Context: an optimization exercise on an open-source flow, tuned for small area, a short achievable clock period and few clock cycles. The choices shown serve that exercise and are no tape-out recipe.
Only simulation tests tie the RTL to the original design; equivalence was not proved.

==> design.v <==
module xxtea_core (
    input  wire         clk,
    input  wire         rst,
    input  wire         start,
    input  wire         decrypt,
    input  wire [2:0]   nm1,
    input  wire [127:0] key,
    input  wire [255:0] din,
    output reg          done,
    output wire [255:0] dout
);
    localparam [31:0] DELTA = 32'h9E3779B9;
    function [5:0] rounds_for;
        input [2:0] n_m1;
        begin
            case (n_m1)
                3'd0: rounds_for = 6'd58;
                3'd1: rounds_for = 6'd32;
                3'd2: rounds_for = 6'd23;
                3'd3: rounds_for = 6'd19;
                3'd4: rounds_for = 6'd16;
                3'd5: rounds_for = 6'd14;
                3'd6: rounds_for = 6'd13;
                default: rounds_for = 6'd12;
            endcase
        end
    endfunction
    function [31:0] dec_sum0;
        input [2:0] n_m1;
        begin
            case (n_m1)
                3'd0: dec_sum0 = 32'd58 * DELTA;
                3'd1: dec_sum0 = 32'd32 * DELTA;
                3'd2: dec_sum0 = 32'd23 * DELTA;
                3'd3: dec_sum0 = 32'd19 * DELTA;
                3'd4: dec_sum0 = 32'd16 * DELTA;
                3'd5: dec_sum0 = 32'd14 * DELTA;
                3'd6: dec_sum0 = 32'd13 * DELTA;
                default: dec_sum0 = 32'd12 * DELTA;
            endcase
        end
    endfunction
    reg  [31:0] w [0:7];
    reg  [31:0] k [0:3];
    reg         busy;    
    reg         rot;     
    reg         post;    
    reg         dec;
    reg  [2:0]  n;       
    reg  [2:0]  p;       
    reg  [5:0]  rnd;     
    reg  [31:0] sum;
    reg  [7:0]  zsel;    
    reg         n0;      
    reg  [3:0]  ksel;    
    wire [31:0] cur = w[0];
    wire [31:0] yv  = n0 ? w[0] : w[1];
    reg  [31:0] z;
    reg  [31:0] kw;
    integer i;
    always @(*) begin
        z = 32'd0;
        for (i = 0; i < 8; i = i + 1)
            z = z | (w[i] & {32{zsel[i]}});
        kw = 32'd0;
        for (i = 0; i < 4; i = i + 1)
            kw = kw | (k[i] & {32{ksel[i]}});
    end
    function [31:0] fadd;
        input [31:0] a, b;
        input        ci;
        reg   [31:0] g, p, x;
        integer i, j;
        begin
            x = a ^ b;
            g = a & b;
            p = x;
            g[0] = g[0] | (p[0] & ci);
            for (i = 1; i < 32; i = i * 2)
                for (j = 0; j < 32; j = j + 1)
                    if ((j / i) % 2 == 1) begin
                        g[j] = g[j] | (p[j] & g[(j/i)*i-1]);
                        p[j] = p[j] & p[(j/i)*i-1];
                    end
            fadd = x ^ {g[30:0], ci};
        end
    endfunction
    wire [31:0] mx = fadd(((z >> 5) ^ (yv << 2)), ((yv >> 3) ^ (z << 4)), 1'b0)
                   ^ fadd((sum ^ yv), (kw ^ z), 1'b0);
    wire [31:0] dmask = {32{dec}};
    wire [31:0] v_new = fadd(cur, mx ^ dmask, dec);
    wire last_in_round = dec ? (p == 3'd0) : (p == n);
    wire last_update   = last_in_round && (rnd == 6'd1);
    wire turn_left     = !dec || last_update;
    reg  [2:0]  p_nx;
    reg  [31:0] sum_nx;
    always @(*) begin
        p_nx   = p;
        sum_nx = sum;
        if (!busy && !rot) begin
            p_nx   = decrypt ? nm1 : 3'd0;
            sum_nx = decrypt ? dec_sum0(nm1) : DELTA;
        end else if (busy) begin
            if (last_in_round) begin
                p_nx   = dec ? n : 3'd0;
                sum_nx = dec ? sum - DELTA : sum + DELTA;
            end else begin
                p_nx   = dec ? p - 3'd1 : p + 3'd1;
            end
        end
    end
    wire [1:0] kidx = p_nx[1:0] ^ sum_nx[3:2];
    always @(posedge clk) begin
        p    <= p_nx;
        sum  <= sum_nx;
        for (i = 0; i < 4; i = i + 1)
            ksel[i] <= (kidx == i);
        if (rst) begin
            busy <= 1'b0;
            rot  <= 1'b0;
            done <= 1'b0;
        end else begin
            done <= 1'b0;
            if (rot) begin
                rot <= 1'b0;
                if (post) done <= 1'b1;
                else      busy <= 1'b1;
            end else if (busy) begin
                if (last_update) begin
                    busy <= 1'b0;
                    if (dec && !n0) begin
                        rot  <= 1'b1;
                        post <= 1'b1;
                    end else begin
                        done <= 1'b1;
                    end
                end else if (last_in_round) begin
                    rnd <= rnd - 6'd1;
                end
            end else if (start) begin
                for (i = 0; i < 4; i = i + 1)
                    k[i] <= key[32*i +: 32];
                dec  <= decrypt;
                n    <= nm1;
                n0   <= (nm1 == 3'd0);
                for (i = 0; i < 8; i = i + 1)
                    zsel[i] <= (nm1 == i);
                rnd  <= rounds_for(nm1);
                post <= 1'b0;
                if (decrypt && nm1 != 3'd0) rot  <= 1'b1;
                else                        busy <= 1'b1;
            end
        end
    end
    always @(posedge clk) begin
        if (!busy && !rot) begin
            for (i = 0; i < 8; i = i + 1)
                w[i] <= din[32*i +: 32];
        end else if (rot) begin
            w[0] <= z;
            w[1] <= w[0];
            for (i = 2; i < 8; i = i + 1)
                w[i] <= w[i-1];
        end else if (turn_left) begin
            for (i = 0; i < 7; i = i + 1)
                w[i] <= (i >= n) ? v_new : w[i+1];
            w[7] <= v_new;
        end else begin
            w[0] <= n0 ? v_new : z;
            w[1] <= v_new;
            for (i = 2; i < 8; i = i + 1)
                w[i] <= w[i-1];
        end
    end
    genvar g;
    generate
        for (g = 0; g < 8; g = g + 1) begin : g_dout
            assign dout[32*g +: 32] = w[g];
        end
    endgenerate
endmodule
==> flow/run.sh <==
#!/bin/bash
# The standard layout, with two changes to how it is made:
#  - ports are buffered with buf_1 instead of the 10 um2 delay buffer that
#    buffer_ports picks by default (every port still gets its buffer)
#  - timing repair aims for 7 ns of setup slack instead of 0, so the layout
#    is optimised for speed; the constraints (SDC) are unchanged
# Each tool's output goes to standard.log (ORFS keeps per-step logs too).
export BUFFER_PORTS_ARGS="-buffer_cell sky130_fd_sc_hd__buf_1"
export SETUP_SLACK_MARGIN=7
bash standard.sh > standard.log 2>&1
==> standard.sh <==
#!/bin/bash
# synth_recipe.tcl (not shown) runs the flow's synth.tcl, then flattens the netlist and writes it again
# the make line also repeats each setting of config.mk as NAME=value (left out here)
make -C /OpenROAD-flow-scripts/flow DESIGN_CONFIG=/design/flow/config.mk WORK_HOME=/design/flow/orfs CLKGATE_MAP_FILE= SYNTH_SCRIPT=/design/flow/synth_recipe.tcl "${@:-finish}"
==> config.mk <==
export PLATFORM = sky130hd
export DESIGN_NAME = xxtea_core
export DESIGN_NICKNAME = xxtea_core
export VERILOG_FILES = /design/flow/design.v
export SDC_FILE = /design/flow/constraint.sdc
export NUM_CORES = 4
export LEC_CHECK = 0
export ABC_AREA = 1
export CAP_MARGIN = 20
export CORE_MARGIN = 2
export CORE_UTILIZATION = 40
export CTS_BUF_LIST = sky130_fd_sc_hd__clkbuf_4 sky130_fd_sc_hd__clkbuf_8
export SLEW_MARGIN = 20
==> constraint.sdc <==
create_clock -name core_clock -period 12.0 [get_ports {clk}]
set_input_delay 2.4000 -clock core_clock [delete_from_list [all_inputs] [get_ports {clk}]]
set_output_delay 2.4000 -clock core_clock [all_outputs]
set_load 0.01 [all_outputs]
==> parameters.txt, run 1 <==
Parameter                              Value

Run status
  Status ... no timing/DRC/antenna violations

Timing
  Setup TNS ... 0 ns
  RSZ-0062 raised after global routing ... true
  Post-route minimum period ... 5.67 ns
  Count of final hold-check violations ... 0
  Final period util ... 0.472
  Worst max-slew margin expressed relative to the limit ... 0.218
  Number of slew-limit violations in the final report ... 0
  Highest achievable clock rate ... 176 MHz
  Setup-violating endpoint count in the final report ... 0
  Tightest Pin Transition ... 1.16 ns
  Clk_skew ... 0.0613 ns

Synth
  Yosys reg bits ... 445
  Yosys warns ... 3
  Seq/Total Area, Yosys ... 0.364
  Area share of the largest cell type after synthesis ... 0.182
  Largest family of logic cells by synthesized area ... compound AO/OA/AOI/OAI gates
  Average footprint of a synthesized cell ... 7.40 um2
  Area share of xor/xnor cells in the synthesized design ... 0.0730
  Area fraction in compound gates after synthesis ... 0.242
  Syn Nets ... 4500
  Gate count of the mapped netlist ... 3971
  Post-synthesis share of cell area spent on full adders, half adders and majority gates ... 0.0631
  Largest cells by area after synthesis ... sky130_fd_sc_hd__dfxtp_1 18%, sky130_fd_sc_hd__edfxtp_1 18%, sky130_fd_sc_hd__nand2_1 10%
  Netlist Area Pre-Place ... 0.0294 mm2
  Multiplexer area fraction after synthesis ... 0
  Share of async-settable or async-resettable flops after synthesis ... 0
  Number of distinct standard cells referenced by the synthesized netlist ... 57
  Most frequently used cell type in the post-synthesis netlist ... sky130_fd_sc_hd__nand2_1
  Largest area contributor in the synthesized netlist ... sky130_fd_sc_hd__dfxtp_1
  Number of enable flip-flop cells after synthesis ... 178
  Ys flop type ... sky130_fd_sc_hd__dfxtp_1
  Area share of and/or/nand/nor cells after synthesis ... 0.181
  Synth top cells by count ... 820 x sky130_fd_sc_hd__nand2_1, 466 x sky130_fd_sc_hd__o21ai_0, 424 x sky130_fd_sc_hd__a21oi_1, 342 x sky130_fd_sc_hd__nor2_1, 341 x sky130_fd_sc_hd__inv_1

Floorplanning
  Die Height ... 275 um
  Starting Density ... 0.403
  Number of cell rows ... 99
  Core Box Area ... 0.0728 mm2
  Floorplan die area ... 0.0756 mm2
  Number of ports placed on the die boundary ... 648
  Die X-Extent ... 275 um

Global route
  Number of antenna violations at the first check in global routing ... 7
  Global-route wire length before repair ... 201 mm
  Vias in the first global route ... 30026
  Total Routing Usage GR ... 0.360
  Pin count of the biggest net entering global routing ... 108
  Overall overflow remaining after global route ... 0

Flow run
  Max-Cap Viols ... 0

Critical path
  Critical Path Slowest Stage Cell ... sky130_fd_sc_hd__edfxtp_1
  Arrival time at the worst endpoint ... 6.26 ns
  Family with the most delay on the worst path ... simple AND/OR/NAND/NOR gates
  Critical Path Max Stage Delay ... 0.52 ns
  Setup Crit Path Kind ... register to register
  Largest driver fanout on the critical path ... 8
  Reg2reg end ... w[0][26]
  Data required time at the worst endpoint ... 12.59 ns
  Count of buffering cells on the critical path with inverters included ... 11
  Worst-case reg-to-reg path depth ... 33
  Startpoint of the worst register-to-register path ... zsel[4]
  Setup slack of the worst register-to-register path ... 6.33 ns
  Startpoint type of the worst setup path ... register
  Sort of element at the end of the critical path ... register
  Cell mode on critical path ... sky130_fd_sc_hd__buf_4

Hold path
  Startpoint of the most critical hold path ... post
  Instance count along the most critical hold path ... 1
  Hold Path Class ... register to register
  Min-Delay Endpoint ... busy

CTS
  Clock buffer depth ... 3
  Clock H-tree levels ... 3
  Buffer type at the clock tree root ... sky130_fd_sc_hd__clkbuf_8
  Clock transition at path regs ... 0.06 ns
  CTS tree ... yes
  TritonCTS buffer count ... 83
  Worst skew pair latency ... 0.74 ns
  Sink count of the clock tree ... 445

Placed design
  DP HPWL ... 104 mm
  Final weighted congestion in routability-driven placement ... 0.997
  Post-place instance area ... 0.0326 mm2
  Port Buf Inserts ... 647

Cells and area
  Final Net Count ... 5281
  Cell area after layout ... 0.0394 mm2
  Share of layout cells above drive strength 1 ... 0.191
  Filler cell count ... 6959
  Relative area change from synthesis to final layout ... 34.2%

Routing
  Average wire length per cell after detail routing ... 25.3 um
  Post-detailed-route DRC marker count ... 0
  Pre-antenna DRT Iters ... 6
  Number of DRC markers after the initial detailed-route iteration ... 4295
  Total routed wirelength ... 146 mm
  Vias per std cell ... 5.87
  Number of nets with antenna violations after detailed routing ... 0
  Overall via count from detail_route ... 33922
[stage by stage]
step                      setup slack, ns   util  hold WS, ns  instances
after floorplan                      5.79      -        0.449       3971
after global placement               5.25  0.448        0.475       5409
after detailed placement             5.20  0.448        0.477       5410
after CTS                            6.56  0.508        0.498       5682
after global routing                 6.11  0.541        0.526       5774
final                                6.33  0.541        0.501       5776
[cell families (layout without fill, tap and decap cells)]
group,Yosys count,count (layout)
other cells,0,4
flops,445,445
fa+ha+maj,138,138
xor+xnor,243,243
simple gates,1327,1334
buf+inv,572,1407
compound gates,1246,1246
[per-layer routing]
layer,track usage,part of all wire
met1,0.468,0.38
met2,0.552,0.43
met3,0.0800,0.11
met4,0.202,0.069
met5,0,0.00032
[worst register-to-register path: cells and delay by family, from the launching register on]
kind                       cells  cell delay [ns]
adders and majority gates      2             0.65
and+or+nand+nor               11             1.80
AOI/OAI and AO/OA              6             0.76
buffers and inverters         11             1.23
DFF                            1             0.52
xor gates and xnor gates       3             0.57
[cell usage in the layout, fill, tap and decap left out, drive strengths merged, types with 2 or more instances in the layout]
cell,n
buf,899
nand2,837
o21ai,514
a21oi,426
inv,354
nor2,346
dfxtp,267
edfxtp,178
xor2,151
clkbuf,126
ha,121
nand3,101
xnor2,92
o211ai,87
a221oi,86
o22ai,36
a22o,23
fa,17
a22oi,16
nor3,16
clkinv,16
a21o,13
nand4,10
o221ai,10
nor4,9
o21bai,9
or2,8
a31oi,7
o31ai,6
clkinvlp,5
diode,4
bufbuf,4
nand3b,3
o21a,3
bufinv,3
nor3b,3
a31o,2
a211oi,2
[timing repair]
| item | CTS | global route |
|---|---|---|
| pin swaps | 131 | 204 |
| gates cloned | 9 | 5 |
| hold buffers | 0 | 0 |
| gates resized for setup | 401 | 440 |
| setup buffers | 117 | 85 |
| endpoints found under the setup margin | 240 | 224 |
[cell type report]
type | count | area, um2 | share of cell area
well taps | 959 | 1200 | 0.0304
repair buffers | 903 | 5110 | 0.130
flip-flops and latches | 445 | 10700 | 0.271
diodes | 4 | 10.0 | 0.000254
inverters | 357 | 1410 | 0.0359
repair inverters | 1 | 11.3 | 0.000286
clock buffers | 126 | 1550 | 0.0392
clock inverters | 20 | 226 | 0.00575
multi-input cells | 2961 | 19200 | 0.487
[flip-flops by register name, summed over array words and instances, names as in the netlist, 3 cells and up]
name  count
sum      32
k       128
rnd       6
zsel      8
n         3
p         3
w       256
ksel      4
[worst max path at each step]
stage / start / end / cells after the start
after CTS: zsel[4] / w[0][16] / 32
after global routing: zsel[4] / w[0][30] / 37
after floorplan: start / dec / 2
after global placement: zsel[5] / w[0][16] / 25
final: zsel[4] / w[0][26] / 33
after detailed placement: zsel[5] / w[0][16] / 25
Testbench counts, summed over its fixed seeds: cycles 40,404.
==> run 2: changes to the inputs <==
--- a/design.v
+++ b/design.v
@@ -54,7 +54,7 @@
     reg         n0;      
     reg  [3:0]  ksel;    
     wire [31:0] cur = w[0];
-    wire [31:0] yv  = n0 ? w[0] : w[1];
+    wire [31:0] yv  = w[1];    
     reg  [31:0] z;
     reg  [31:0] kw;
     integer i;
@@ -66,15 +66,14 @@
         for (i = 0; i < 4; i = i + 1)
             kw = kw | (k[i] & {32{ksel[i]}});
     end
-    function [31:0] fadd;
-        input [31:0] a, b;
+    function [31:0] pcarry;
+        input [31:0] pp, gg;
         input        ci;
-        reg   [31:0] g, p, x;
+        reg   [31:0] g, p;
         integer i, j;
         begin
-            x = a ^ b;
-            g = a & b;
-            p = x;
+            g = gg;
+            p = pp;
             g[0] = g[0] | (p[0] & ci);
             for (i = 1; i < 32; i = i * 2)
                 for (j = 0; j < 32; j = j + 1)
@@ -82,13 +81,20 @@
                         g[j] = g[j] | (p[j] & g[(j/i)*i-1]);
                         p[j] = p[j] & p[(j/i)*i-1];
                     end
-            fadd = x ^ {g[30:0], ci};
+            pcarry = {g[30:0], ci};
         end
     endfunction
-    wire [31:0] mx = fadd(((z >> 5) ^ (yv << 2)), ((yv >> 3) ^ (z << 4)), 1'b0)
-                   ^ fadd((sum ^ yv), (kw ^ z), 1'b0);
+    wire [31:0] a_p = ((z >> 5) ^ (z << 4)) ^ ((yv << 2) ^ (yv >> 3));
+    wire [31:0] a_g = ((z >> 5) ^ (yv << 2)) & ((yv >> 3) ^ (z << 4));
+    wire [31:0] a_s = a_p ^ pcarry(a_p, a_g, 1'b0);
+    wire [31:0] b_p = (sum ^ kw ^ yv) ^ z;
+    wire [31:0] b_g = (sum ^ yv) & (kw ^ z);
+    wire [31:0] b_s = b_p ^ pcarry(b_p, b_g, 1'b0);
+    wire [31:0] mx  = a_s ^ b_s;
     wire [31:0] dmask = {32{dec}};
-    wire [31:0] v_new = fadd(cur, mx ^ dmask, dec);
+    wire [31:0] f_p   = (cur ^ dmask) ^ mx;
+    wire [31:0] f_g   = cur & (mx ^ dmask);
+    wire [31:0] v_new = f_p ^ pcarry(f_p, f_g, dec);
     wire last_in_round = dec ? (p == 3'd0) : (p == n);
     wire last_update   = last_in_round && (rnd == 6'd1);
     wire turn_left     = !dec || last_update;
@@ -156,6 +162,7 @@
         if (!busy && !rot) begin
             for (i = 0; i < 8; i = i + 1)
                 w[i] <= din[32*i +: 32];
+            if (nm1 == 3'd0) w[1] <= din[31:0];
         end else if (rot) begin
             w[0] <= z;
             w[1] <= w[0];
==> run 2 against run 1 <==
Setup slack gained 0.57 ns. Final area is 5.2% higher. Core utilization down 3.7 points. First-iteration DRC count down 16%. Maximum frequency grew 11%. Register-to-register slack better by 0.57 ns. Critical path depth up 5. Largest cell class unchanged. Final cell count is 19% higher.
==> parameters.txt, run 2 <==
Parameter                              Value

Routing
  Overall via count from detail_route ... 38861 (+15%)
  Number of nets with antenna violations after detailed routing ... 0 (unchanged)
  Number of DRC markers after the initial detailed-route iteration ... 3595 (-16%)
  Post-detailed-route DRC marker count ... 0 (unchanged)
  Total routed wirelength ... 163 mm (+12%)
  Average wire length per cell after detail routing ... 23.7 um (-6.3%)
  Pre-antenna DRT Iters ... 6 (unchanged)
  Vias per std cell ... 5.64 (-4.0%)

Cells and area
  Most common cell after layout, fill and taps aside ... sky130_fd_sc_hd__nand2_1
  Commonest cells after routing, fill and taps aside ... 1488 x sky130_fd_sc_hd__nand2_1, 647 x sky130_fd_sc_hd__buf_1, 430 x sky130_fd_sc_hd__nor2_1
  Final Net Count ... 6192 (+17%)
  Register bank with the most flops ... w
  Relative area change from synthesis to final layout ... 24.8%
  Share of layout cells above drive strength 1 ... 0.157 (-0.0331)
  Filler cell count ... 8582 (+23%)
  Flip-flop count of the largest register after layout ... 256 (unchanged)
  Number of non-filler instances in the completed layout ... 6895 (+19%)
  Leading registers by flop count ... w: 256 flops, k: 128 flops, sum: 32 flops

Timing
  Count of final hold-check violations ... 0 (unchanged)
  Clk_skew ... 0.0603 ns (-0.000981 ns)
  Tightest Pin Transition ... 1.16 ns (-0.00517 ns)
  Setup TNS ... 0 ns (unchanged)
  RSZ-0062 raised after global routing ... true
  Number of slew-limit violations in the final report ... 0 (unchanged)
  Setup-violating endpoint count in the final report ... 0 (unchanged)
  Post-route minimum period ... 5.09 ns (-0.572 ns)
  Highest achievable clock rate ... 196 MHz (+11%)
  Worst max-slew margin expressed relative to the limit ... 0.227 (+0.00878)
  PnR worst setup slack ... 6.91 ns (+0.572 ns)
  Final period util ... 0.425 (-0.0477)

Placed design
  DP HPWL ... 121 mm (+16%)
  Port Buf Inserts ... 647 (unchanged)
  Dpl cells ... 6582 (+22%)
  Final weighted congestion in routability-driven placement ... 0.986 (-1.0%)
  Pre-CTS setup slack ... 5.99 ns (+0.791 ns)

Critical path
  Setup Crit Path Kind ... register to register
  Setup slack of the worst register-to-register path ... 6.91 ns (+0.57 ns)
  Sort of element at the end of the critical path ... register
  Arrival time at the worst endpoint ... 5.64 ns (-0.62 ns)
  Data required time at the worst endpoint ... 12.55 ns (-0.04 ns)
  Critical Path Max Stage Delay ... 0.40 ns (-0.12 ns)
  Cell mode on critical path ... sky130_fd_sc_hd__nand2_2
  Startpoint of the worst register-to-register path ... zsel[1]
  Startpoint type of the worst setup path ... register
  Reg2reg end ... w[0][17]
  Worst-case reg-to-reg path depth ... 38 (+15%)
  Critical Path Slowest Stage Cell ... sky130_fd_sc_hd__edfxtp_1
  Largest driver fanout on the critical path ... 16 (+8)

Synth
  Yosys warns ... 3 (unchanged)
  Synth top cells by count ... 1609 x sky130_fd_sc_hd__nand2_1, 467 x sky130_fd_sc_hd__nor2_1, 440 x sky130_fd_sc_hd__a21oi_1, 376 x sky130_fd_sc_hd__inv_1, 321 x sky130_fd_sc_hd__o21ai_0
  Largest cells by area after synthesis ... sky130_fd_sc_hd__nand2_1 18%, sky130_fd_sc_hd__dfxtp_1 16%, sky130_fd_sc_hd__edfxtp_1 16%
  Number of enable flip-flop cells after synthesis ... 178 (unchanged)
  Gate count of the mapped netlist ... 5064 (+28%)
  Ys flop type ... sky130_fd_sc_hd__dfxtp_1
  Most frequently used cell type in the post-synthesis netlist ... sky130_fd_sc_hd__nand2_1
  Number of distinct standard cells referenced by the synthesized netlist ... 71 (+25%)
  Seq/Total Area, Yosys ... 0.322 (-0.0424)
  Yosys reg bits ... 445 (unchanged)
  Average footprint of a synthesized cell ... 6.57 um2 (-11%)
  Syn Nets ... 5507 (+22%)
  Area share of the largest cell type after synthesis ... 0.182 (-0.000332)
  Share of async-settable or async-resettable flops after synthesis ... 0 (unchanged)
  Largest area contributor in the synthesized netlist ... sky130_fd_sc_hd__nand2_1
  Netlist Area Pre-Place ... 0.0332 mm2 (+13%)

Run status
  Status ... no timing/DRC/antenna violations

Global route
  Vias in the first global route ... 35865 (+19%)
  Number of antenna violations at the first check in global routing ... 10 (+3)
  Pin count of the biggest net entering global routing ... 181 (+68%)
  Global-route wire length before repair ... 230 mm (+14%)
  Overall overflow remaining after global route ... 0 (unchanged)
  Total Routing Usage GR ... 0.360 (about the same)

Floorplanning
  Core Box Area ... 0.0822 mm2 (+13%)
  Floorplan die area ... 0.0854 mm2 (+13%)
  Die X-Extent ... 292 um (+6.3%)
  Starting Density ... 0.404 (+0.00101)
  Number of cell rows ... 105 (+6.1%)
  Die Height ... 292 um (+6.3%)
  Number of ports placed on the die boundary ... 648 (unchanged)

CTS
  Sink count of the clock tree ... 445 (unchanged)
  TritonCTS buffer count ... 86 (+3.6%)
  Clock H-tree levels ... 3 (unchanged)
  Clock transition at path regs ... 0.06 ns (about the same)
  CTS tree ... yes
  Worst skew pair latency ... 0.72 ns (-0.02 ns)
  Buffer type at the clock tree root ... sky130_fd_sc_hd__clkbuf_8
  Clock buffer depth ... 3 (unchanged)

Flow run
  Max-Cap Viols ... 0 (unchanged)

Hold path
  Min-Delay Endpoint ... busy
  Instance count along the most critical hold path ... 1 (unchanged)
  Startpoint of the most critical hold path ... post
  Hold Path Class ... register to register
==> run 2: changes by cell type after synthesis, sizes merged, moves of 72 or more <==
cell	change
nand3	+186
nor2	+181
nand2	+897
ha	-72
a221oi	-82
o21ai	-161
==> run 2: metrics by stage <==
stage / instance area [um2] / hold slack, ns / util
after floorplan: 33200 / 0.406 / -
after global placement: 36200 / 0.459 / 0.440
final: 41500 / 0.475 / 0.504
after global routing: 41500 / 0.506 / 0.504
after CTS: 38900 / 0.469 / 0.473
after detailed placement: 36200 / 0.465 / 0.440
==> run 2: critical path: cells and delay by family, from the launching register on <==
kind                       cells  cell delay (ns)
buffers and inverters          6             0.48
DFF                            1             0.40
adders and majority gates      3             0.40
AOI/OAI and AO/OA              5             0.70
and+or+nand+nor               20             2.15
xor gates and xnor gates       4             0.77
==> run 2: repair_timing <==
action	CTS	global route
setup endpoints to repair	235	203
setup buffers	36	99
hold buffers	0	0
resized for setup	98	436
cloned	6	8
pin swaps	17	193
==> run 2: layout make-up <==
class                      instances  area [um2]  area share
multi-input combinational       3941       21400       0.517
tap                             1070        1340      0.0323
clock inverter                    29         240     0.00579
timing repair buffer             849        4550       0.110
clock buffer                     128        1560      0.0375
sequential                       445       10700       0.258
inverter                         426        1650      0.0398
antenna                            7        17.5    0.000422
==> run 2: layer usage <==
layer  routed length, um  share of wire  up-vias  GRT usage
met5                  30        0.00018        -          0
met4               12400          0.076        4      0.237
met3               14800          0.091      546     0.0650
met2               75100           0.46     2050      0.592
met1               60800           0.37    18161      0.432
li1                    -              -    18100          -
==> run 2: kinds of logic (layout without fill, tap and decap cells) <==
logic type      Yosys count  count (layout)  synth area share
xor+xnor                185             185            0.0499
mux                       1               1          0.000301
compound gates         1042            1042             0.178
other cells               0               7                 0
fa+ha+maj                52              52            0.0202
buf+inv                 680            1432            0.0876
flops                   445             445             0.322
simple gates           2659            2661             0.343
==> run 2: worst max path at each step <==
stage               startpoint  slack, ns        to  cells after the start
global placement       zsel[6]       6.07  w[0][17]                     35
finish                 zsel[1]       6.91  w[0][17]                     38
global route           zsel[7]       6.72  w[0][17]                     36
floorplan              ksel[2]       7.06  w[0][17]                     39
detailed placement     ksel[2]       5.99  w[0][17]                     36
CTS                    zsel[2]       6.96  w[0][17]                     37
Testbench counts of run 2, summed over its fixed seeds: cycles 40,404.
==> run 3: changes to the inputs <==
--- a/design.v
+++ b/design.v
@@ -158,26 +158,29 @@
             end
         end
     end
+    reg  [7:0]  ge_n;    
+    reg  [7:0]  take_new;
+    reg  [31:0] other [0:7];
+    always @(*) begin
+        for (i = 0; i < 8; i = i + 1) begin
+            if (turn_left)
+                take_new[i] = busy && ge_n[i];
+            else
+                take_new[i] = busy && (i == 1 || (i == 0 && n0));
+            if (!busy && !rot)
+                other[i] = (i == 1 && nm1 == 3'd0) ? din[31:0] : din[32*i +: 32];
+            else if (busy && turn_left)
+                other[i] = w[(i+1)%8];
+            else
+                other[i] = (i == 0) ? z : w[(i+7)%8];
+        end
+    end
     always @(posedge clk) begin
-        if (!busy && !rot) begin
+        if (!busy && !rot && start)
             for (i = 0; i < 8; i = i + 1)
-                w[i] <= din[32*i +: 32];
-            if (nm1 == 3'd0) w[1] <= din[31:0];
-        end else if (rot) begin
-            w[0] <= z;
-            w[1] <= w[0];
-            for (i = 2; i < 8; i = i + 1)
-                w[i] <= w[i-1];
-        end else if (turn_left) begin
-            for (i = 0; i < 7; i = i + 1)
-                w[i] <= (i >= n) ? v_new : w[i+1];
-            w[7] <= v_new;
-        end else begin
-            w[0] <= n0 ? v_new : z;
-            w[1] <= v_new;
-            for (i = 2; i < 8; i = i + 1)
-                w[i] <= w[i-1];
-        end
+                ge_n[i] <= (i >= nm1);
+        for (i = 0; i < 8; i = i + 1)
+            w[i] <= take_new[i] ? v_new : other[i];
     end
     genvar g;
     generate
==> run 3 against run 2 <==
Critical path depth shrank 27. Setup slack gained 0.19 ns. Non-clock buffer count shrank 112. Critical endpoint is now ksel[3].
==> parameters.txt, run 3 <==
Parameter                              Value

Run status
  Status ... no timing/DRC/antenna violations

Synth
  Share of async-settable or async-resettable flops after synthesis ... 0 (unchanged)
  Seq/Total Area, Yosys ... 0.335 (+0.0137)
  Number of enable flip-flop cells after synthesis ... 185 (+3.9%)
  Largest area contributor in the synthesized netlist ... sky130_fd_sc_hd__nand2_1
  Most frequently used cell type in the post-synthesis netlist ... sky130_fd_sc_hd__nand2_1
  Syn Nets ... 5372 (-2.5%)
  Gate count of the mapped netlist ... 4929 (-2.7%)
  Area share of the largest cell type after synthesis ... 0.196 (+0.0143)
  Average footprint of a synthesized cell ... 6.60 um2 (+0.49%)
  Synth top cells by count ... 1698 x sky130_fd_sc_hd__nand2_1, 396 x sky130_fd_sc_hd__o21ai_0, 370 x sky130_fd_sc_hd__nor2_1, 368 x sky130_fd_sc_hd__nand3_1, 363 x sky130_fd_sc_hd__inv_1
  Yosys reg bits ... 452 (+1.6%)
  Netlist Area Pre-Place ... 0.0325 mm2 (-2.2%)
  Ys flop type ... sky130_fd_sc_hd__dfxtp_1
  Largest cells by area after synthesis ... sky130_fd_sc_hd__nand2_1 20%, sky130_fd_sc_hd__edfxtp_1 17%, sky130_fd_sc_hd__dfxtp_1 16%
  Number of distinct standard cells referenced by the synthesized netlist ... 67 (-5.6%)
  Yosys warns ... 4 (+1)

Hold path
  Hold Path Class ... register to register
  Instance count along the most critical hold path ... 1 (unchanged)

CTS
  TritonCTS buffer count ... 85 (-1.2%)
  Clock transition at path regs ... 0.06 ns (about the same)
  Sink count of the clock tree ... 452 (+1.6%)
  Buffer type at the clock tree root ... sky130_fd_sc_hd__clkbuf_8
  Clock buffer depth ... 3 (unchanged)
  Worst skew pair latency ... 0.71 ns (about the same)
  Clock H-tree levels ... 3 (unchanged)
  CTS tree ... yes

Timing
  Highest achievable clock rate ... 204 MHz (+3.9%)
  Setup TNS ... 0 ns (unchanged)
  Clk_skew ... 0.0478 ns (-0.0124 ns)
  Post-route minimum period ... 4.91 ns (-0.190 ns)
  Worst max-slew margin expressed relative to the limit ... 0.180 (-0.0461)
  Number of slew-limit violations in the final report ... 0 (unchanged)
  Final period util ... 0.409 (-0.0158)
  Tightest Pin Transition ... 1.23 ns (+0.0693 ns)
  RSZ-0062 raised after global routing ... true
  Count of final hold-check violations ... 0 (unchanged)
  Setup-violating endpoint count in the final report ... 0 (unchanged)

Cells and area
  Commonest cells after routing, fill and taps aside ... 1659 x sky130_fd_sc_hd__nand2_1, 647 x sky130_fd_sc_hd__buf_1, 387 x sky130_fd_sc_hd__o21ai_0
  Number of non-filler instances in the completed layout ... 6636 (-3.8%)
  Share of layout cells above drive strength 1 ... 0.101 (-0.0562)
  Final Net Count ... 5954 (-3.8%)
  Relative area change from synthesis to final layout ... 19.3%
  Most common cell after layout, fill and taps aside ... sky130_fd_sc_hd__nand2_1
  Area of combinational cells with multiple inputs ... 0.0198 mm2 (-7.7%)
  Flip-flop count of the largest register after layout ... 256 (unchanged)
  Footprint of the flip-flops and latches ... 0.0109 mm2 (+2.0%)
  Finished Core Util ... 0.482 (-0.0228)
  Register bank with the most flops ... w
  Leading registers by flop count ... w: 256 flops, k: 128 flops, sum: 32 flops
  Filler cell count ... 8565 (-0.20%)

Floorplanning
  Starting Density ... 0.404 (-0.000523)
  Core Box Area ... 0.0805 mm2 (-2.1%)
  Die X-Extent ... 289 um (-1.1%)
  Die Height ... 289 um (-1.1%)
  Number of cell rows ... 104 (-0.95%)
  Floorplan die area ... 0.0836 mm2 (-2.2%)
  Number of ports placed on the die boundary ... 648 (unchanged)

Routing
  Number of nets with antenna violations after detailed routing ... 0 (unchanged)
  Post-detailed-route DRC marker count ... 0 (unchanged)
  Overall via count from detail_route ... 37088 (-4.6%)
  Number of DRC markers after the initial detailed-route iteration ... 3662 (+1.9%)
  Total routed wirelength ... 154 mm (-5.4%)
  Average wire length per cell after detail routing ... 23.2 um (-1.8%)
  Pre-antenna DRT Iters ... 8 (+2)
  Vias per std cell ... 5.59 (-0.84%)

Critical path
  Setup Crit Path Kind ... primary input to register
  Sort of element at the end of the critical path ... register
  Arrival time at the worst endpoint ... 5.51 ns (-0.13 ns)
  Worst-case reg-to-reg path depth ... 32 (-16%)
  Data required time at the worst endpoint ... 12.60 ns (+0.05 ns)
  Startpoint type of the worst setup path ... primary input
  Largest driver fanout on the critical path ... 50 (+34)

Global route
  Vias in the first global route ... 33832 (-5.7%)
  Total Routing Usage GR ... 0.349 (-0.0112)
  Global-route wire length before repair ... 216 mm (-5.7%)
  Pin count of the biggest net entering global routing ... 132 (-27%)
  Overall overflow remaining after global route ... 0 (unchanged)
  Number of antenna violations at the first check in global routing ... 9 (-1)

Placed design
  Port Buf Inserts ... 647 (unchanged)
  Final weighted congestion in routability-driven placement ... 0.995 (+0.90%)
  DP HPWL ... 114 mm (-5.6%)
  Dpl cells ... 6432 (-2.3%)

Flow run
  Max-Cap Viols ... 0 (unchanged)
## run 3: cell count changes in the layout (fill, tap and decap cells not counted), sizes merged, moves of 30 or more
cell	before	now
nor2	527	421
nand3	286	379
a21oi	451	164
o22ai	16	68
nand2	1730	1773
o21ai	353	441
nand4	46	16
buf	837	731
## run 3: per-stage QoR
stage | instance area [um2] | hold WS (ns) | setup WS [ns]
final | 38800 | 0.485 | 7.09
after global routing | 38800 | 0.508 | 6.93
after CTS | 37600 | 0.486 | 6.95
after detailed placement | 35600 | 0.471 | 6.14
after global placement | 35600 | 0.466 | 6.03
after floorplan | 32500 | 0.449 | 5.79
## run 3: layout make-up
type / instances / share of cell area
diodes: 4 / 0.000258
repair inverters: 1 / 0.000129
repair buffers: 737 / 0.0881
well taps: 1060 / 0.0342
inverters: 422 / 0.0420
multi-input cells: 3812 / 0.510
clock buffers: 118 / 0.0380
flip-flops and latches: 452 / 0.281
clock inverters: 30 / 0.00616
## run 3: logic make-up (layout without fill, tap and decap cells)
kind of cell / Yosys count / in the layout / share of synthesized area
simple gates: 2674 / 2674 / 0.349
buf+inv: 665 / 1308 / 0.0828
fa+ha+maj: 52 / 52 / 0.0207
other cells: 0 / 4 / 0
flops: 452 / 452 / 0.335
compound gates: 880 / 880 / 0.156
xor+xnor: 206 / 206 / 0.0564
## run 3: path summary, 6_finish.rpt
path	start	end	slack [ns]
setup / recovery	nm1[2]	ksel[3]	7.09
hold / removal	post	busy	0.48
setup reg to reg	zsel[4]	w[5][27]	7.17
hold reg to reg	post	busy	0.48
## run 3: repair_timing
item	in CTS	in global routing
buffers inserted	9	36
resized for setup	47	168
endpoints found under the setup margin	251	237
cloned	1	6
hold buffers	0	0
pin swaps	5	52
## run 3: worst max-delay path, cell delays in order
cell and delay (ns):
sky130_fd_sc_hd__buf_1 0.44, sky130_fd_sc_hd__nor2_1 0.25, sky130_fd_sc_hd__inv_1 0.19, sky130_fd_sc_hd__nor2_4 0.04
sky130_fd_sc_hd__buf_4 0.34, sky130_fd_sc_hd__inv_2 0.62, sky130_fd_sc_hd__nand3_1 0.33, sky130_fd_sc_hd__o31ai_1 0.47
sky130_fd_sc_hd__xnor2_1 0.22, sky130_fd_sc_hd__inv_1 0.10, sky130_fd_sc_hd__nor2_1 0.09
## run 3: layer usage
| metal | up-vias | global-route usage | part of all wire |
|---|---|---|---|
| li1 | 17360 | - | - |
| met3 | 483 | 0.0692 | 0.091 |
| met5 | - | 0 | 0.00036 |
| met4 | 8 | 0.205 | 0.067 |
| met2 | 1998 | 0.574 | 0.46 |
| met1 | 17239 | 0.423 | 0.38 |
Testbench counts of run 3, summed over its fixed seeds: cycles 40,404.
==> run 4: changes to the inputs <==
==> flow/run.sh (replaced) <==
#!/bin/bash
# The standard layout, with two changes to how it is made:
#  - ports are buffered with buf_1 instead of the 10 um2 delay buffer that
#    buffer_ports picks by default (every port still gets its buffer)
#  - timing repair aims for 8 ns of setup slack instead of 0, so the layout
#    is optimised for speed; the constraints (SDC) are unchanged
# Each tool's output goes to standard.log (ORFS keeps per-step logs too).
export BUFFER_PORTS_ARGS="-buffer_cell sky130_fd_sc_hd__buf_1"
export SETUP_SLACK_MARGIN=8
bash standard.sh > standard.log 2>&1
==> run 4 against run 3 <==
Still clean on timing, DRC and antenna. Via count increased by 5.7%. Setup slack better by 0.24 ns. Non-clock buffer count increased by 148. Core utilization grew 5.1 points. Global-route usage increased by 2.8 points. Clock-buffer cell count grew 12. Final cell count increased by 2.6%. Clock skew increased by 0.031 ns. Synthesized area unchanged. Hold slack got worse by 0.0061 ns. Critical endpoint is now w[1][17]. Highest routed layer unchanged.
==> parameters.txt, run 4 <==
Parameter                              Value

Run status
  Status ... no timing/DRC/antenna violations

Flow run
  Max-Cap Viols ... 0 (unchanged)

Synth
  Seq/Total Area, Yosys ... 0.335 (unchanged)
  Number of distinct standard cells referenced by the synthesized netlist ... 67 (unchanged)
  Gate count of the mapped netlist ... 4929 (unchanged)
  Largest area contributor in the synthesized netlist ... sky130_fd_sc_hd__nand2_1
  Ys flop type ... sky130_fd_sc_hd__dfxtp_1
  Average footprint of a synthesized cell ... 6.60 um2 (unchanged)
  Area share of the largest cell type after synthesis ... 0.196 (unchanged)
  Share of async-settable or async-resettable flops after synthesis ... 0 (unchanged)
  Number of enable flip-flop cells after synthesis ... 185 (unchanged)
  Synth top cells by count ... 1698 x sky130_fd_sc_hd__nand2_1, 396 x sky130_fd_sc_hd__o21ai_0, 370 x sky130_fd_sc_hd__nor2_1, 368 x sky130_fd_sc_hd__nand3_1, 363 x sky130_fd_sc_hd__inv_1
  Largest cells by area after synthesis ... sky130_fd_sc_hd__nand2_1 20%, sky130_fd_sc_hd__edfxtp_1 17%, sky130_fd_sc_hd__dfxtp_1 16%
  Yosys warns ... 4 (unchanged)
  Syn Nets ... 5372 (unchanged)
  Most frequently used cell type in the post-synthesis netlist ... sky130_fd_sc_hd__nand2_1
  Yosys reg bits ... 452 (unchanged)
  Netlist Area Pre-Place ... 0.0325 mm2 (unchanged)

Critical path
  Startpoint of the worst register-to-register path ... zsel[7]
  Startpoint type of the worst setup path ... register
  Count of buffering cells on the critical path with inverters included ... 6 (+1)
  Reg2reg end ... w[1][17]
  Cell mode on critical path ... sky130_fd_sc_hd__nand2_4
  Largest driver fanout on the critical path ... 8 (-84%)
  Critical Path Max Stage Delay ... 0.42 ns (-0.20 ns)
  Family with the most delay on the worst path ... simple AND/OR/NAND/NOR gates
  Worst-case reg-to-reg path depth ... 35 (+9.4%)
  Data required time at the worst endpoint ... 12.60 ns (about the same)
  Setup Crit Path Kind ... register to register
  Arrival time at the worst endpoint ... 5.26 ns (-0.25 ns)
  Setup slack of the worst register-to-register path ... 7.34 ns (+0.17 ns)
  Critical Path Slowest Stage Cell ... sky130_fd_sc_hd__edfxtp_1
  Sort of element at the end of the critical path ... register

Timing
  Count of final hold-check violations ... 0 (unchanged)
  PnR worst setup slack ... 7.34 ns (+0.242 ns)
  Hold WS ... 0.478 ns (-0.00606 ns)
  Number of slew-limit violations in the final report ... 0 (unchanged)
  RSZ-0062 raised after global routing ... true
  Highest achievable clock rate ... 214 MHz (+5.2%)
  Tightest Pin Transition ... 1.18 ns (-0.0413 ns)
  Setup-violating endpoint count in the final report ... 0 (unchanged)
  Worst max-slew margin expressed relative to the limit ... 0.202 (+0.0220)
  Clk_skew ... 0.0793 ns (+0.0314 ns)
  Post-route minimum period ... 4.66 ns (-0.242 ns)
  Setup TNS ... 0 ns (unchanged)
  Final period util ... 0.389 (-0.0201)

Floorplanning
  Die Height ... 289 um (unchanged)
  Core Box Area ... 0.0805 mm2 (unchanged)
  Starting Density ... 0.404 (unchanged)
  Floorplan die area ... 0.0836 mm2 (unchanged)
  Number of cell rows ... 104 (unchanged)
  Number of ports placed on the die boundary ... 648 (unchanged)
  Die X-Extent ... 289 um (unchanged)

Hold path
  Hold Path Class ... register to register
  Instance count along the most critical hold path ... 1 (unchanged)
  Min-Delay Endpoint ... busy
  Startpoint of the most critical hold path ... post

Global route
  Total Routing Usage GR ... 0.376 (+0.0277)
  Global-route wire length before repair ... 232 mm (+7.0%)
  Overall overflow remaining after global route ... 0 (unchanged)
  Vias in the first global route ... 35492 (+4.9%)
  Pin count of the biggest net entering global routing ... 196 (+48%)
  Number of antenna violations at the first check in global routing ... 18 (+9)

CTS
  Clock transition at path regs ... 0.06 ns (about the same)
  CTS tree ... yes
  Clock H-tree levels ... 3 (unchanged)
  Buffer type at the clock tree root ... sky130_fd_sc_hd__clkbuf_8
  Sink count of the clock tree ... 452 (unchanged)
  Worst skew pair latency ... 0.76 ns (+0.05 ns)
  TritonCTS buffer count ... 86 (+1.2%)
  Clock buffer depth ... 3 (unchanged)

Cells and area
  Most common cell after layout, fill and taps aside ... sky130_fd_sc_hd__nand2_1
  Number of non-filler instances in the completed layout ... 6807 (+2.6%)
  Commonest cells after routing, fill and taps aside ... 1550 x sky130_fd_sc_hd__nand2_1, 639 x sky130_fd_sc_hd__buf_1, 347 x sky130_fd_sc_hd__inv_1
  Final Net Count ... 6106 (+2.6%)
  Relative area change from synthesis to final layout ... 31.8%
  Register bank with the most flops ... w
  Flip-flop count of the largest register after layout ... 256 (unchanged)
  Leading registers by flop count ... w: 256 flops, k: 128 flops, sum: 32 flops
  Share of layout cells above drive strength 1 ... 0.191 (+0.0894)

Routing
  Overall via count from detail_route ... 39191 (+5.7%)
  Post-detailed-route DRC marker count ... 0 (unchanged)
  Number of DRC markers after the initial detailed-route iteration ... 4211 (+15%)
  Average wire length per cell after detail routing ... 25.0 um (+7.5%)
  Vias per std cell ... 5.76 (+3.0%)
  Uppermost routed layer ... met5
  Number of nets with antenna violations after detailed routing ... 0 (unchanged)
  Pre-antenna DRT Iters ... 9 (+1)
  Detailed-routed wire length on met3 ... 19.7 mm (+41%)
  Total routed wirelength ... 170 mm (+10%)
  Routed length on met1 ... 60.6 mm (+3.5%)
  Met2 wirelength from detailed routing ... 75.4 mm (+5.8%)

Placed design
  Dpl cells ... 6439 (+0.11%)
  Pre-CTS setup slack ... 6.48 ns (+0.345 ns)
  Final weighted congestion in routability-driven placement ... 1.04 (+4.3%)
  DP HPWL ... 119 mm (+4.5%)
  Port Buf Inserts ... 647 (unchanged)
## run 4: changes by cell type in the layout (fill, tap and decap cells not counted), sizes merged
cell      delta
bufbuf       -1
clkinv       -4
nor2         +1
clkbuf      +17
diode       +14
buf        +144
clkinvlp     -1
inv          +1
## run 4: cell families (layout without fill, tap and decap cells)
family,count (synthesis),count (layout),share of synthesized area
AND/OR/NAND/NOR,2674,2675,0.349
AO/OA/AOI/OAI,880,880,0.156
buffers and inverters,665,1464,0.0828
flip-flops,452,452,0.335
XOR/XNOR,206,206,0.0564
adder cells (fa/ha/maj),52,52,0.0207
other,0,18,0
## run 4: per-layer routing
metal,vias to the layer above,GRT usage
met3,732,0.0940
li1,17702,-
met2,2454,0.596
met5,-,0
met1,18291,0.448
met4,12,0.261
## run 4: worst max path at each step
stage | to | slack, ns | start | cells past startpoint
2_1_floorplan | dec | 5.79 | start | 2
3_3_place_gp | w[0][17] | 6.52 | ksel[2] | 31
3_5_place_dp | w[0][17] | 6.48 | ksel[2] | 31
4_1_cts | w[1][27] | 7.40 | zsel[6] | 35
5_1_grt | w[1][23] | 7.19 | zsel[6] | 32
6_report | w[1][17] | 7.34 | zsel[7] | 35
## run 4: what timing repair did
action / 4_1_cts / 5_1_grt
gates cloned: 9 / 8
setup endpoints to repair: 372 / 350
setup buffers: 97 / 82
pin swaps: 151 / 138
hold buffers: 0 / 0
resized for setup: 397 / 356
## run 4: metrics by stage
stage / instance area (um2) / util
after floorplan: 33000 / -
after global placement: 36000 / 0.447
after detailed placement: 36000 / 0.447
after CTS: 40500 / 0.503
after global routing: 42900 / 0.532
final: 42900 / 0.532
## run 4: cell type report
| type | instances | area [um2] |
|---|---|---|
| Fill cell | 8090 | 37700 |
| Multi-Input combinational cell | 3813 | 22000 |
| Sequential cell | 452 | 10900 |
| Timing Repair Buffer | 885 | 4970 |
| Inverter | 422 | 1700 |
| Clock buffer | 130 | 1590 |
| Tap cell | 1060 | 1330 |
| Clock inverter | 24 | 233 |
| Antenna cell | 18 | 45.0 |
| Timing Repair inverter | 3 | 30.0 |
==> run 5: changes to the inputs <==
==> flow/run.sh (replaced) <==
#!/bin/bash
# The standard layout, with these changes to how it is made:
#  - ports are buffered with buf_1 instead of the 10 um2 delay buffer that
#    buffer_ports picks by default (every port still gets its buffer)
#  - timing repair up to clock-tree synthesis aims for 8 ns of setup slack
#    instead of 0, so the layout is optimised for speed; after it, repair
#    aims for 4 ns, to spend less area on buffers after global routing.
#    The constraints (SDC) are unchanged.
# Each tool's output goes to standard_*.log (ORFS keeps per-step logs too).
export BUFFER_PORTS_ARGS="-buffer_cell sky130_fd_sc_hd__buf_1"
export SETUP_SLACK_MARGIN=8
bash standard.sh cts > standard_cts.log 2>&1
export SETUP_SLACK_MARGIN=4
bash standard.sh > standard_finish.log 2>&1
==> run 5 against run 4 <==
Still clean on timing, DRC and antenna. Sequential share of layout area is 1.4 points higher. Global-route usage stayed put. Wire length is 3.6% lower. Core utilization is 2.8 points lower. Die area stayed put. Critical path depth is 1 lower. Sequential cell count stayed put. Maximum frequency is 2.3% lower. Setup slack worse by 0.11 ns. Clock skew is 0.0068 ns lower.
==> parameters.txt, run 5 <==
Parameter                              Value

Critical path
  Setup slack of the worst register-to-register path ... 7.23 ns (-0.11 ns)
  Cell mode on critical path ... sky130_fd_sc_hd__nand2_1
  Sort of element at the end of the critical path ... register
  Worst-case reg-to-reg path depth ... 34 (-2.9%)
  Startpoint of the worst register-to-register path ... zsel[6]
  Data required time at the worst endpoint ... 12.59 ns (about the same)
  Critical Path Max Stage Delay ... 0.39 ns (-0.03 ns)
  Reg2reg end ... w[6][17]
  Critical Path Slowest Stage Cell ... sky130_fd_sc_hd__fa_2
  Setup Crit Path Kind ... register to register
  Largest driver fanout on the critical path ... 8 (unchanged)
  Startpoint type of the worst setup path ... register
  Start point of the critical path ... zsel[6]
  Arrival time at the worst endpoint ... 5.37 ns (+0.11 ns)
  Worst setup path endpoint ... w[6][17]

Synth
  Largest cells by area after synthesis ... sky130_fd_sc_hd__nand2_1 20%, sky130_fd_sc_hd__edfxtp_1 17%, sky130_fd_sc_hd__dfxtp_1 16%
  Largest area contributor in the synthesized netlist ... sky130_fd_sc_hd__nand2_1
  Number of distinct standard cells referenced by the synthesized netlist ... 67 (unchanged)
  Yosys warns ... 4 (unchanged)
  Ys flop type ... sky130_fd_sc_hd__dfxtp_1
  Area share of the largest cell type after synthesis ... 0.196 (unchanged)
  Netlist Area Pre-Place ... 0.0325 mm2 (unchanged)
  Average footprint of a synthesized cell ... 6.60 um2 (unchanged)
  Syn Nets ... 5372 (unchanged)
  Number of enable flip-flop cells after synthesis ... 185 (unchanged)
  Gate count of the mapped netlist ... 4929 (unchanged)
  Seq/Total Area, Yosys ... 0.335 (unchanged)
  Share of async-settable or async-resettable flops after synthesis ... 0 (unchanged)
  Synth top cells by count ... 1698 x sky130_fd_sc_hd__nand2_1, 396 x sky130_fd_sc_hd__o21ai_0, 370 x sky130_fd_sc_hd__nor2_1, 368 x sky130_fd_sc_hd__nand3_1, 363 x sky130_fd_sc_hd__inv_1
  Most frequently used cell type in the post-synthesis netlist ... sky130_fd_sc_hd__nand2_1
  Yosys reg bits ... 452 (unchanged)

Global route
  Vias in the first global route ... 35492 (unchanged)
  Pin count of the biggest net entering global routing ... 196 (unchanged)
  Number of antenna violations at the first check in global routing ... 16 (-2)
  Global-route wire length before repair ... 232 mm (unchanged)
  Total Routing Usage GR ... 0.376 (unchanged)
  Overall overflow remaining after global route ... 0 (unchanged)

Flow run
  Max-Cap Viols ... 0 (unchanged)

Cells and area
  Flip-flop count of the largest register after layout ... 256 (unchanged)
  Share of layout cells above drive strength 1 ... 0.143 (-0.0479)
  Relative area change from synthesis to final layout ... 24.8%
  Final Net Count ... 6016 (-1.5%)
  Cell area after layout ... 0.0406 mm2 (-5.4%)
  Most common cell after layout, fill and taps aside ... sky130_fd_sc_hd__nand2_1
  Register bank with the most flops ... w
  Commonest cells after routing, fill and taps aside ... 1627 x sky130_fd_sc_hd__nand2_1, 641 x sky130_fd_sc_hd__buf_1, 353 x sky130_fd_sc_hd__o21ai_0
  Leading registers by flop count ... w: 256 flops, k: 128 flops, sum: 32 flops

CTS
  CTS tree ... yes
  Clock transition at path regs ... 0.06 ns (about the same)
  Buffer type at the clock tree root ... sky130_fd_sc_hd__clkbuf_8
  Worst skew pair latency ... 0.75 ns (about the same)
  TritonCTS buffer count ... 86 (unchanged)
  Clock buffer depth ... 3 (unchanged)
  Sink count of the clock tree ... 452 (unchanged)
  Clock H-tree levels ... 3 (unchanged)
  # hold bufs at CTS ... 0 (unchanged)

Timing
  Count of final hold-check violations ... 0 (unchanged)
  Number of slew-limit violations in the final report ... 0 (unchanged)
  Setup TNS ... 0 ns (unchanged)
  Tightest Pin Transition ... 1.20 ns (+0.0193 ns)
  Clk_skew ... 0.0725 ns (-0.00680 ns)
  Worst max-slew margin expressed relative to the limit ... 0.189 (-0.0130)
  RSZ-0062 raised after global routing ... false
  Highest achievable clock rate ... 210 MHz (-2.3%)
  Final period util ... 0.398 (+0.00911)
  Setup-violating endpoint count in the final report ... 0 (unchanged)
  Hold WS ... 0.480 ns (+0.00172 ns)
  Post-route minimum period ... 4.77 ns (+0.109 ns)

Routing
  Total routed wirelength ... 164 mm (-3.6%)
  Pre-antenna DRT Iters ... 6 (-3)
  Post-detailed-route DRC marker count ... 0 (unchanged)
  Vias per std cell ... 5.68 (-1.4%)
  Average wire length per cell after detail routing ... 24.4 um (-2.3%)
  Overall via count from detail_route ... 38152 (-2.7%)
  Number of DRC markers after the initial detailed-route iteration ... 3993 (-5.2%)
  Number of nets with antenna violations after detailed routing ... 0 (unchanged)

Floorplanning
  Floorplan die area ... 0.0836 mm2 (unchanged)
  Die X-Extent ... 289 um (unchanged)
  Starting Density ... 0.404 (unchanged)
  Core Box Area ... 0.0805 mm2 (unchanged)
  Number of cell rows ... 104 (unchanged)
  Number of ports placed on the die boundary ... 648 (unchanged)
  Die Height ... 289 um (unchanged)

Hold path
  Hold Path Class ... register to register

Placed design
  DP HPWL ... 119 mm (unchanged)
  Post-place instance area ... 0.0360 mm2 (unchanged)
  Final weighted congestion in routability-driven placement ... 1.04 (unchanged)
  Port Buf Inserts ... 647 (unchanged)

Run status
  Status ... no timing/DRC/antenna violations
==> run 5: layout make-up <==
class / instances / area (um2)
clock buffers: 130 / 1590
repair inverters: 1 / 7.51
flip-flops and latches: 452 / 10900
well taps: 1060 / 1330
multi-input cells: 3813 / 20800
repair buffers: 797 / 4020
fillers: 8314 / 40000
diodes: 21 / 52.6
clock inverters: 24 / 233
inverters: 422 / 1660
==> run 5: kinds of logic (layout without fill, tap and decap cells) <==
group	after synthesis	count (layout)	share of synthesized area
and+or+nand+nor	2674	2675	0.349
DFF	452	452	0.335
adders and majority gates	52	52	0.0207
other	0	21	0
AOI/OAI and AO/OA	880	880	0.156
buffers and inverters	665	1374	0.0828
xor gates and xnor gates	206	206	0.0564
==> run 5: how the worst min path moves through the flow <==
stage,start,to,cells after the start
2_1_floorplan,post,busy,1
3_3_place_gp,post,busy,1
3_5_place_dp,post,busy,1
4_1_cts,post,busy,1
5_1_grt,post,busy,1
6_report,post,busy,1
==> run 5: repair_timing <==
action | CTS | global route
gates resized for setup | 397 | 0
setup buffers | 97 | 0
endpoints found under the setup margin | 372 | 0
==> run 5: metal layers <==
metal  global-route usage  share of wire  up-vias
li1                     -              -    17520
met1                0.448           0.37    17844
met2                0.596           0.45     2172
met3               0.0940           0.11      610
met4                0.261          0.078        6
met5                    0        0.00024        -
==> run 5: metrics by stage <==
step	util	std cells	worst slack (ns)
2_1_floorplan	-	4929	5.79
3_3_place_gp	0.447	6439	6.52
3_5_place_dp	0.447	6439	6.48
4_1_cts	0.503	6699	7.40
5_1_grt	0.503	6711	6.98
6_report	0.504	6720	7.23
==> run 5: critical path, delay by kind of cell (launching register included) <==
family                     cells  cell delay, ns
adders and majority gates      3            0.75
buffers and inverters          6            0.66
xor gates and xnor gates       3            0.56
and+or+nand+nor               21            2.22
AOI/OAI and AO/OA              1            0.06
DFF                            1            0.38
==> run 6: changes to the inputs <==
==> flow/run.sh (replaced) <==
#!/bin/bash
# The standard layout, with these changes to how it is made:
#  - ports are buffered with buf_1 instead of the 10 um2 delay buffer that
#    buffer_ports picks by default (every port still gets its buffer)
#  - timing repair up to clock-tree synthesis aims for 8 ns of setup slack
#    instead of 0, so the layout is optimised for speed; after it, repair
#    aims for 0 ns (the standard target), to spend no more area on
#    buffers after global routing.
#    The constraints (SDC) are unchanged.
# Each tool's output goes to standard_*.log (ORFS keeps per-step logs too).
export BUFFER_PORTS_ARGS="-buffer_cell sky130_fd_sc_hd__buf_1"
export SETUP_SLACK_MARGIN=8
bash standard.sh cts > standard_cts.log 2>&1
export SETUP_SLACK_MARGIN=0
bash standard.sh > standard_finish.log 2>&1
==> run 6 against run 5 <==
Register-to-register slack hardly changed. Global-route usage is the same. Clock-buffer cell count is the same. Still clean on timing, DRC and antenna. Highest routed layer unchanged. Critical path depth unchanged.
==> parameters.txt, run 6 <==
Parameter                              Value

Run status
  Status ... no timing/DRC/antenna violations

Global route
  Pin count of the biggest net entering global routing ... 196 (unchanged)
  Total Routing Usage GR ... 0.376 (unchanged)
  Global-route wire length before repair ... 232 mm (unchanged)
  Number of antenna violations at the first check in global routing ... 16 (unchanged)
  Overall overflow remaining after global route ... 0 (unchanged)
  Vias in the first global route ... 35492 (unchanged)

Hold path
  Instance count along the most critical hold path ... 1 (unchanged)
  Hold Path Class ... register to register

Synth
  Yosys reg bits ... 452 (unchanged)
  Number of distinct standard cells referenced by the synthesized netlist ... 67 (unchanged)
  Share of async-settable or async-resettable flops after synthesis ... 0 (unchanged)
  Ys flop type ... sky130_fd_sc_hd__dfxtp_1
  Area share of xor/xnor cells in the synthesized design ... 0.0564 (unchanged)
  Area share of and/or/nand/nor cells after synthesis ... 0.349 (unchanged)
  Area fraction in compound gates after synthesis ... 0.156 (unchanged)
  Gate count of the mapped netlist ... 4929 (unchanged)
  Average footprint of a synthesized cell ... 6.60 um2 (unchanged)
  Post-synthesis share of cell area spent on full adders, half adders and majority gates ... 0.0207 (unchanged)
  Most frequently used cell type in the post-synthesis netlist ... sky130_fd_sc_hd__nand2_1
  Number of enable flip-flop cells after synthesis ... 185 (unchanged)
  Largest area contributor in the synthesized netlist ... sky130_fd_sc_hd__nand2_1
  Syn Nets ... 5372 (unchanged)
  Netlist Area Pre-Place ... 0.0325 mm2 (unchanged)
  Largest family of logic cells by synthesized area ... simple AND/OR/NAND/NOR gates
  Synth top cells by count ... 1698 x sky130_fd_sc_hd__nand2_1, 396 x sky130_fd_sc_hd__o21ai_0, 370 x sky130_fd_sc_hd__nor2_1, 368 x sky130_fd_sc_hd__nand3_1, 363 x sky130_fd_sc_hd__inv_1
  Largest cells by area after synthesis ... sky130_fd_sc_hd__nand2_1 20%, sky130_fd_sc_hd__edfxtp_1 17%, sky130_fd_sc_hd__dfxtp_1 16%
  Multiplexer area fraction after synthesis ... 0 (unchanged)
  Area share of the largest cell type after synthesis ... 0.196 (unchanged)
  Yosys warns ... 4 (unchanged)
  Seq/Total Area, Yosys ... 0.335 (unchanged)

Critical path
  Count of buffering cells on the critical path with inverters included ... 6 (unchanged)
  Startpoint type of the worst setup path ... register
  Arrival time at the worst endpoint ... 5.37 ns (about the same)
  Cell mode on critical path ... sky130_fd_sc_hd__nand2_1
  Setup Crit Path Kind ... register to register
  Critical Path Max Stage Delay ... 0.39 ns (about the same)
  Worst-case reg-to-reg path depth ... 34 (unchanged)
  Data required time at the worst endpoint ... 12.59 ns (about the same)
  Sort of element at the end of the critical path ... register
  Family with the most delay on the worst path ... simple AND/OR/NAND/NOR gates
  Largest driver fanout on the critical path ... 8 (unchanged)
  Critical Path Slowest Stage Cell ... sky130_fd_sc_hd__fa_2
  Instance count on the critical path ... 34 (unchanged)

Cells and area
  Relative area change from synthesis to final layout ... 24.8% (unchanged)
  Share of layout cells above drive strength 1 ... 0.143 (unchanged)
  Most common cell after layout, fill and taps aside ... sky130_fd_sc_hd__nand2_1
  Final Net Count ... 6016 (unchanged)
  Register bank with the most flops ... w
  Commonest cells after routing, fill and taps aside ... 1627 x sky130_fd_sc_hd__nand2_1, 641 x sky130_fd_sc_hd__buf_1, 353 x sky130_fd_sc_hd__o21ai_0
  Flip-flop count of the largest register after layout ... 256 (unchanged)
  Leading registers by flop count ... w: 256 flops, k: 128 flops, sum: 32 flops
  Filler cell count ... 8314 (unchanged)

Timing
  Count of final hold-check violations ... 0 (unchanged)
  Setup TNS ... 0 ns (unchanged)
  RSZ-0062 raised after global routing ... false
  Highest achievable clock rate ... 210 MHz (unchanged)
  Worst max-slew margin expressed relative to the limit ... 0.189 (unchanged)
  Setup-violating endpoint count in the final report ... 0 (unchanged)
  Clk_skew ... 0.0725 ns (unchanged)
  Final period util ... 0.398 (unchanged)
  Tightest Pin Transition ... 1.20 ns (unchanged)
  Number of slew-limit violations in the final report ... 0 (unchanged)
  Post-route minimum period ... 4.77 ns (unchanged)

Floorplanning
  Core Box Area ... 0.0805 mm2 (unchanged)
  Floorplan die area ... 0.0836 mm2 (unchanged)
  Number of ports placed on the die boundary ... 648 (unchanged)
  Die Height ... 289 um (unchanged)
  Starting Density ... 0.404 (unchanged)
  Number of cell rows ... 104 (unchanged)
  Die X-Extent ... 289 um (unchanged)

CTS
  Sink count of the clock tree ... 452 (unchanged)
  Buffer type at the clock tree root ... sky130_fd_sc_hd__clkbuf_8
  Clock transition at path regs ... 0.06 ns (about the same)
  Worst skew pair latency ... 0.75 ns (about the same)
  TritonCTS buffer count ... 86 (unchanged)
  CTS tree ... yes
  Clock buffer depth ... 3 (unchanged)
  Clock H-tree levels ... 3 (unchanged)
  # hold bufs at CTS ... 0 (unchanged)

Flow run
  Max-Cap Viols ... 0 (unchanged)

Placed design
  DP HPWL ... 119 mm (unchanged)
  Final weighted congestion in routability-driven placement ... 1.04 (unchanged)
  Port Buf Inserts ... 647 (unchanged)

Routing
  Number of nets with antenna violations after detailed routing ... 0 (unchanged)
  Average wire length per cell after detail routing ... 24.4 um (unchanged)
  Total routed wirelength ... 164 mm (unchanged)
  Vias per std cell ... 5.68 (unchanged)
  Post-detailed-route DRC marker count ... 0 (unchanged)
  Number of DRC markers after the initial detailed-route iteration ... 3993 (unchanged)
  Overall via count from detail_route ... 38152 (unchanged)
  Pre-antenna DRT Iters ... 6 (unchanged)
run 6: cell counts after synthesis:
No cell type changed its count.
run 6: worst paths after layout:
| kind | from | end | slack (ns) |
|---|---|---|---|
| max | zsel[6] | w[6][17] | 7.23 |
| min | post | busy | 0.48 |
| max reg2reg | zsel[6] | w[6][17] | 7.23 |
| min reg2reg | post | busy | 0.48 |
run 6: cell families (layout without fill, tap and decap cells):
logic type,Yosys count,count (layout)
other,0,21
AO/OA/AOI/OAI,880,880
buffers and inverters,665,1374
AND/OR/NAND/NOR,2674,2675
adder cells (fa/ha/maj),52,52
XOR/XNOR,206,206
flip-flops,452,452
run 6: metrics by stage:
step / cells / instance area (um2) / setup slack (ns) / hold WS (ns) / utilization
2_1_floorplan: 4929 / 33000 / 5.79 / 0.449 / -
3_3_place_gp: 6439 / 36000 / 6.52 / 0.465 / 0.447
3_5_place_dp: 6439 / 36000 / 6.48 / 0.471 / 0.447
4_1_cts: 6699 / 40500 / 7.40 / 0.479 / 0.503
5_1_grt: 6711 / 40600 / 6.98 / 0.503 / 0.503
6_report: 6720 / 40600 / 7.23 / 0.480 / 0.504
run 6: repair_timing:
item,CTS,global route
resized for setup,397,0
endpoints found under the setup margin,372,0
setup buffers,97,0
run 6: area by class of cell:
| class | count | area [um2] | area share |
|---|---|---|---|
| repair inverters | 1 | 7.51 | 0.000185 |
| well taps | 1060 | 1330 | 0.0327 |
| inverters | 422 | 1660 | 0.0410 |
| flip-flops and latches | 452 | 10900 | 0.269 |
| clock inverters | 24 | 233 | 0.00574 |
| repair buffers | 797 | 4020 | 0.0991 |
| clock buffers | 130 | 1590 | 0.0392 |
| multi-input cells | 3813 | 20800 | 0.511 |
| diodes | 21 | 52.6 | 0.00130 |
run 6: routing by layer:
metal / track usage / wire [um] / up-vias
li1: - / - / 17520
met1: 0.448 / 59900 / 17844
met2: 0.596 / 73800 / 2172
met3: 0.0940 / 17400 / 610
met4: 0.261 / 12900 / 6
met5: 0 / 40 / -

==> re-timing with driven ports <==
No port has a modelled driver above. Below, the same layouts with a new extraction and two added sets of constraints.
Step 1 assumes that a clkbuf_16 drives the clock port and a buf_2 every other input.
Step 2 also shifts input and output timing later by t, the mid clock arrival at the registers, as if the neighbouring blocks saw the same clock.
Slacks: ideal / step 1 / step 2; pairs: ideal / step 1.
| run | t, ns | setup WS [ns] | worst setup path after step 2 | clock arrival spread, ns |
|---|---|---|---|---|
| run 1 | 0.764 | 6.333 / 6.333 / 6.333 | register to register | 0.062 / 0.061 |
| run 2 | 0.758 | 6.905 / 6.905 / 6.651 | input to register | 0.060 / 0.060 |
| run 3 | 0.745 | 7.095 / 7.111 / 6.366 | input to register | 0.049 / 0.050 |
| run 4 | 0.792 | 7.336 / 7.336 / 7.125 | input to register | 0.079 / 0.079 |
| run 5 | 0.785 | 7.227 / 7.227 / 7.054 | input to register | 0.073 / 0.073 |
| run 6 | 0.785 | 7.227 / 7.227 / 7.054 | input to register | 0.073 / 0.073 |
After both steps setup and hold are still met in every run listed. For run 3, which loses most, drivers alone change the setup slack by +0.016 ns; drivers and shift together by -0.729 ns.
